Context: an optimization exercise on an open-source flow, tuned for small area, a short achievable clock period and few clock cycles. The choices shown serve that exercise and are no tape-out recipe. Where RTL was checked, it was by simulation tests only, not by an equivalence proof against the original. Power figures rest on the tool's default switching activity, not on a simulated workload.

==> flow/design.v (excerpt) <==
module fb_codec (
    input  wire        clk,
    input  wire        rst,           
    input  wire        cmd_valid,
    output wire        cmd_ready,
    input  wire [7:0]  cmd_op,
    input  wire [15:0] cmd_len,
    input  wire [31:0] cmd_arg,
    input  wire [6:0]  req_flags,
    input  wire [63:0] req_addr,
    input  wire [15:0] req_rcount,
    input  wire [15:0] req_cid,
    input  wire [31:0] req_delay,
    input  wire        in_valid,
    output wire        in_ready,
    input  wire [7:0]  in_data,
    output wire        out_valid,
    input  wire        out_ready,
    output wire [7:0]  out_data,
    output wire        res_valid,
    input  wire        res_ready,
    output wire [7:0]  res_code,
    output wire [31:0] res_data
);
Size: roughly 1500 cells after synthesis, roughly 160 flip-flops, roughly 260 I/O pins, about 12000 µm² of cells after synthesis.
clock: 5.0 ns
lec_check: 0
cap_margin: 20
core_margin: 2
core_utilization: 40
place_density: 0.6
setup_slack_margin: 2.5
slew_margin: 20
run.sh (not shown) runs the stock make flow with config.mk's settings and CLKGATE_MAP_FILE= SYNTH_SCRIPT=/design/flow/synth_recipe.tcl, a recipe that flattens the netlist after the stock synthesis.
Next try:
SETUP_SLACK_MARGIN = 3.0   (was 2.5)
Outcome:
- The changed run ran to the end with no violations
- power rose by 0.85%
- routed wire length rose by 5.1%
- die area is unchanged
No functional check of the RTL was part of any run of this note.

========
v38:
Another version of the RTL of fb_codec (not shown whole).
For scale: about 1400 cells after synthesis.
Settings: LEC_CHECK=0, CAP_MARGIN=20, CORE_MARGIN=2, CORE_UTILIZATION=40, PLACE_DENSITY=0.6, SETUP_SLACK_MARGIN=3.0, SLEW_MARGIN=20; clock period 5.0 ns.
standard.sh (not shown) runs the stock make flow with config.mk's settings and CLKGATE_MAP_FILE= SYNTH_SCRIPT=/design/flow/synth_recipe.tcl, a recipe that flattens the netlist after the stock synthesis.
==> flow/flow/run.sh <==
#!/bin/bash
# Own layout flow: the standard ORFS flow (standard.sh), with two changes:
#  - ports are buffered with sky130_fd_sc_hd__buf_1 instead of the default
#    delay-cell buffer (every port still gets its own buffer);
#  - yosys does not extract half/full adder cells, so ABC maps that logic too.
# Everything else (synthesis script, floorplan, power grid, taps, CTS,
# routing) is the standard flow. Each step's full log stays in orfs/logs/.
set -euo pipefail
export BUFFER_PORTS_ARGS="-buffer_cell sky130_fd_sc_hd__buf_1"
export ADDER_MAP_FILE=
bash standard.sh > flow_make.log 2>&1
Testbench counts of v38, summed over its fixed seeds: cycles 30,555.
diff inputs: v38 => v19
- an added CTS_BUF_LIST of sky130_fd_sc_hd__clkbuf_4 sky130_fd_sc_hd__clkbuf_8
- an added ABC_AREA of 1
- a change of SETUP_SLACK_MARGIN from 3.0 to 2.6
==> comparison <==
Row first-pass GRT wire length: v19 lower / v38 higher. v19 against v38: multi-input logic portion of the cell area decreased by 4.7 points relative to the old numbers, wire length on met3 went down, utilization dropped 5.5 points. Looking at XOR/XNOR share of the synthesized area across v19 and v38, the one that comes out higher is v38. Wire length (lower): v19. The higher maximum cell stage delay along the critical path came out of v38.
> inputs changed (v19 -> v54)
- a change of CORE_UTILIZATION from 40 to 60
- a change of PLACE_DENSITY from 0.6 to 0.75
- a change of SETUP_SLACK_MARGIN from 2.6 to 2.5
- a deleted ABC_AREA that had been 1
### Flow results
v19 ended up with in_rem[15] as its end point of the critical path; v54 ended up with acc[7].
Of the two candidates, v19 has the better worst setup slack and v54 the worse one.
v54 against v19: clock buffer count in the final layout moved down, worst slack at placement moved down, cell area reported after detailed placement moved up, sequential fraction of the synthesis area moved down.
Between v54 and v19, it is v54 whose number of diodes added for antenna fixing is lower, by 1.
Across both runs, post-cts gate resize count was lower for v54 than for v19.
When v54 is measured against v19, its cell count after synthesis turns out 228 lower.
The run with more routed wire is v19, not v54.

========
build 90:
Starting RTL as in the previous note.
Settings: LEC_CHECK=0, ABC_AREA=1, CAP_MARGIN=20, CORE_MARGIN=2, CORE_UTILIZATION=40, CTS_BUF_LIST=sky130_fd_sc_hd__clkbuf_4 sky130_fd_sc_hd__clkbuf_8, PLACE_DENSITY=0.6, SETUP_SLACK_MARGIN=2.7, SLEW_MARGIN=20, TNS_END_PERCENT=10; clock period 5.0 ns.
Scripts as last shown in full above: flow/flow/run.sh
Having completed the whole flow, build 90 delivered a layout that passed the timing, DRC and antenna checks.
Testbench counts of build 90, summed over its fixed seeds: cycles 30,555.
Edits applied to the flow inputs when going from build 90 to build 55:
- clearing TNS_END_PERCENT, which used to be 10
- clearing CTS_BUF_LIST, which used to be sky130_fd_sc_hd__clkbuf_4 sky130_fd_sc_hd__clkbuf_8
- clearing ABC_AREA, which used to be 1
- swapping 2.7 for 1.5 in SETUP_SLACK_MARGIN
Results
Build 55 vs. build 90: non-clock buffer count saw a decrease, final area shrank by about 2.6%, total wirelength of the detailed-routed design down about 6%, number of well taps picked up an extra 12. Build 55 vs. build 90: count of different cell masters after synthesis grew by 44%, peak per-stage delay on the critical path grew by 0.47 ns.
[inputs] build 83 vs build 55
- SETUP_SLACK_MARGIN changed from 1.5 to 2.5
- CTS_BUF_LIST newly set to sky130_fd_sc_hd__clkbuf_4 sky130_fd_sc_hd__clkbuf_8
- ABC_AREA newly set to 1
- ABC_CLOCK_PERIOD_IN_PS newly set to 2500
--- outcome ---
- Between build 83 and build 55, part of the power in the clock network is lower for build 83, build 55 comes in above that.
- The transition time at the pin with the least slew margin in build 83 was higher than what build 55 gave.
- NOTE: area of the placeable core in build 83 falls short of that of build 55
- Sort build 83 and build 55 by die span in x asc -> top: build 83
- Compare build 83 and build 55 | worst reg2reg path depth lower: build 55
- Power (higher): build 55
- Comparing build 83 and build 55, post-layout minimum cycle time is higher on build 55.
- Taking build 55 as the reference, in build 83 final design instance area without fill up about 1.3%, global-route usage up 0.96 points, headroom to the max-slew limit down 6.1 points.
- The source of the critical timing path comes out imode[0]$_SDFFE_PP0P_ in one run and hdr$_SDFF_PP0_ in the other, namely in build 55 and build 83 respectively.
- Looking at the reports, build 83 completed the entire flow and the layout it produced met the timing, DRC and antenna checks.
- Side by side, post-route fraction of the period consumed by the critical path turned out lower in build 83 than in build 55.
The inputs of build 76 differ from those of build 83 as listed below.
- CTS_BUF_LIST: sky130_fd_sc_hd__clkbuf_4 sky130_fd_sc_hd__clkbuf_8 -> sky130_fd_sc_hd__clkbuf_8
- ABC_CLOCK_PERIOD_IN_PS: 2500 -> unset
- PLACE_DENSITY: 0.6 -> 0.7
- CORE_UTILIZATION: 40 -> 50
Notes after the runs:
Build 76 ends up with a met2 layer wire length in the routed design that is 3.6% higher than in build 83.
Higher number of placed instances with taps included goes to build 83 over build 76.
The clock skew on build 76 is in line with that on build 83.
Via count grows slightly when moving from build 83 to build 76.
~same final-stage net count in build 83 and build 76
Looking at x dimension of the die, build 76 sits 18 um lower than build 83 does.
Count of clock-buffer cells in the layout came out lower on build 76 than on build 83.
The inputs of build 49 differ from those of build 76 as listed below.
- CTS_BUF_LIST changed from sky130_fd_sc_hd__clkbuf_8 to sky130_fd_sc_hd__clkbuf_4 sky130_fd_sc_hd__clkbuf_8
- CORE_UTILIZATION changed from 50 to 40
- PLACE_DENSITY changed from 0.7 to 0.6
==> flow/run.sh (new file) <==
#!/bin/bash
# synth_recipe.tcl (not shown) runs the flow's synth.tcl, then flattens the netlist and writes it again
# the make line also repeats each setting of config.mk as NAME=value (left out here)
make -C /OpenROAD-flow-scripts/flow DESIGN_CONFIG=/design/flow/config.mk WORK_HOME=/design/flow/orfs CLKGATE_MAP_FILE= SYNTH_SCRIPT=/design/flow/synth_recipe.tcl finish
removed: flow/flow/run.sh
removed: flow/standard.sh
Notes after the runs:
Power went up by a little under 10% going from build 76 to build 49.
Max power consumed by combinational cells across build 76 and build 49: build 49
sky130_fd_sc_hd__edfxtp_1 as the standard cell with the maximum stage delay on the critical path was reported by build 76, and sky130_fd_sc_hd__dfxtp_2 by build 49.
Compared with build 76, build 49 ends up with a larger final cell area.
[build 49] first-pass GRT wire length rose 4900 um relative to build 76
Build 49 ended up with a higher routed wire length than build 76 did.
Modified inputs, build 80 compared to build 49
- setting TNS_END_PERCENT to 10 for the first time
==> flow/flow/run.sh (new file) <==
#!/bin/bash
# Own layout flow: the standard ORFS flow (standard.sh), with two changes:
#  - ports are buffered with sky130_fd_sc_hd__buf_1 instead of the default
#    delay-cell buffer (every port still gets its own buffer);
#  - yosys does not extract half/full adder cells, so ABC maps that logic too.
# Everything else (synthesis script, floorplan, power grid, taps, CTS,
# routing) is the standard flow. Each step's full log stays in orfs/logs/.
set -euo pipefail
export BUFFER_PORTS_ARGS="-buffer_cell sky130_fd_sc_hd__buf_1"
export ADDER_MAP_FILE=
bash standard.sh > flow_make.log 2>&1
==> flow/standard.sh (new file) <==
#!/bin/bash
# synth_recipe.tcl (not shown) runs the flow's synth.tcl, then flattens the netlist and writes it again
# the make line also repeats each setting of config.mk as NAME=value (left out here)
make -C /OpenROAD-flow-scripts/flow DESIGN_CONFIG=/design/flow/config.mk WORK_HOME=/design/flow/orfs CLKGATE_MAP_FILE= SYNTH_SCRIPT=/design/flow/synth_recipe.tcl "${@:-finish}"
removed: flow/run.sh
--- outcome ---
- On build 80: share of the synthesized netlist area taken by xor and xnor gates is 0.54 points higher than what build 49 gave.
- Between build 80 and build 49, total die area is higher for build 49, build 80 comes in under that.
- Clock-buffer cell count (higher): build 80
- Comparing build 80 and build 49, delay of the slowest cell on the worst path is higher on build 80.
- Cell area power density came out higher on build 80 than on build 49.
- Compared with build 49, build 80 shows a lower non-clock buffer area fraction after layout.

[port drivers added, routing unchanged]
No port has a modelled driver above. Below, the same layouts with a new extraction and two added sets of constraints.
Step 1 sets driving cells, clkbuf_16 on the clock port and buf_2 on the other inputs (assumed; they add their load-dependent delay and slew).
Step 2 moves the port delays by t, midway between the first and last clock arrival at a register: inputs arrive t later, outputs are due t later. That takes back most of the time a late clock gives input paths.
Slacks: ideal / step 1 / step 2; pairs: ideal / step 1.
run	t (ns)	setup WS [ns]	slew at the worst register clock pin (ns)
the first run of note 1	0.473	1.850 / 1.850 / 1.850	0.08 / 0.08
the second run of note 1	0.485	1.827 / 1.827 / 1.827	0.08 / 0.08
v38	0.488	2.419 / 2.419 / 2.051	0.08 / 0.08
v19	0.514	2.599 / 2.599 / 2.161	0.11 / 0.11
v54	0.518	2.438 / 2.438 / 2.013	0.11 / 0.11
build 90	0.500	2.475 / 2.497 / 1.997	0.11 / 0.11
build 55	0.486	1.837 / 1.837 / 1.451	0.08 / 0.08
build 83	0.502	2.559 / 2.559 / 2.076	0.11 / 0.11
build 76	0.519	2.468 / 2.468 / 1.999	0.12 / 0.12
build 49	0.539	1.676 / 1.676 / 1.676	0.12 / 0.12
build 80	0.505	2.456 / 2.469 / 1.964	0.12 / 0.12
After both steps every run listed still meets setup and hold. The setup slack of build 80, which loses most, moves by +0.013 ns with the drivers and by -0.492 ns with both steps.
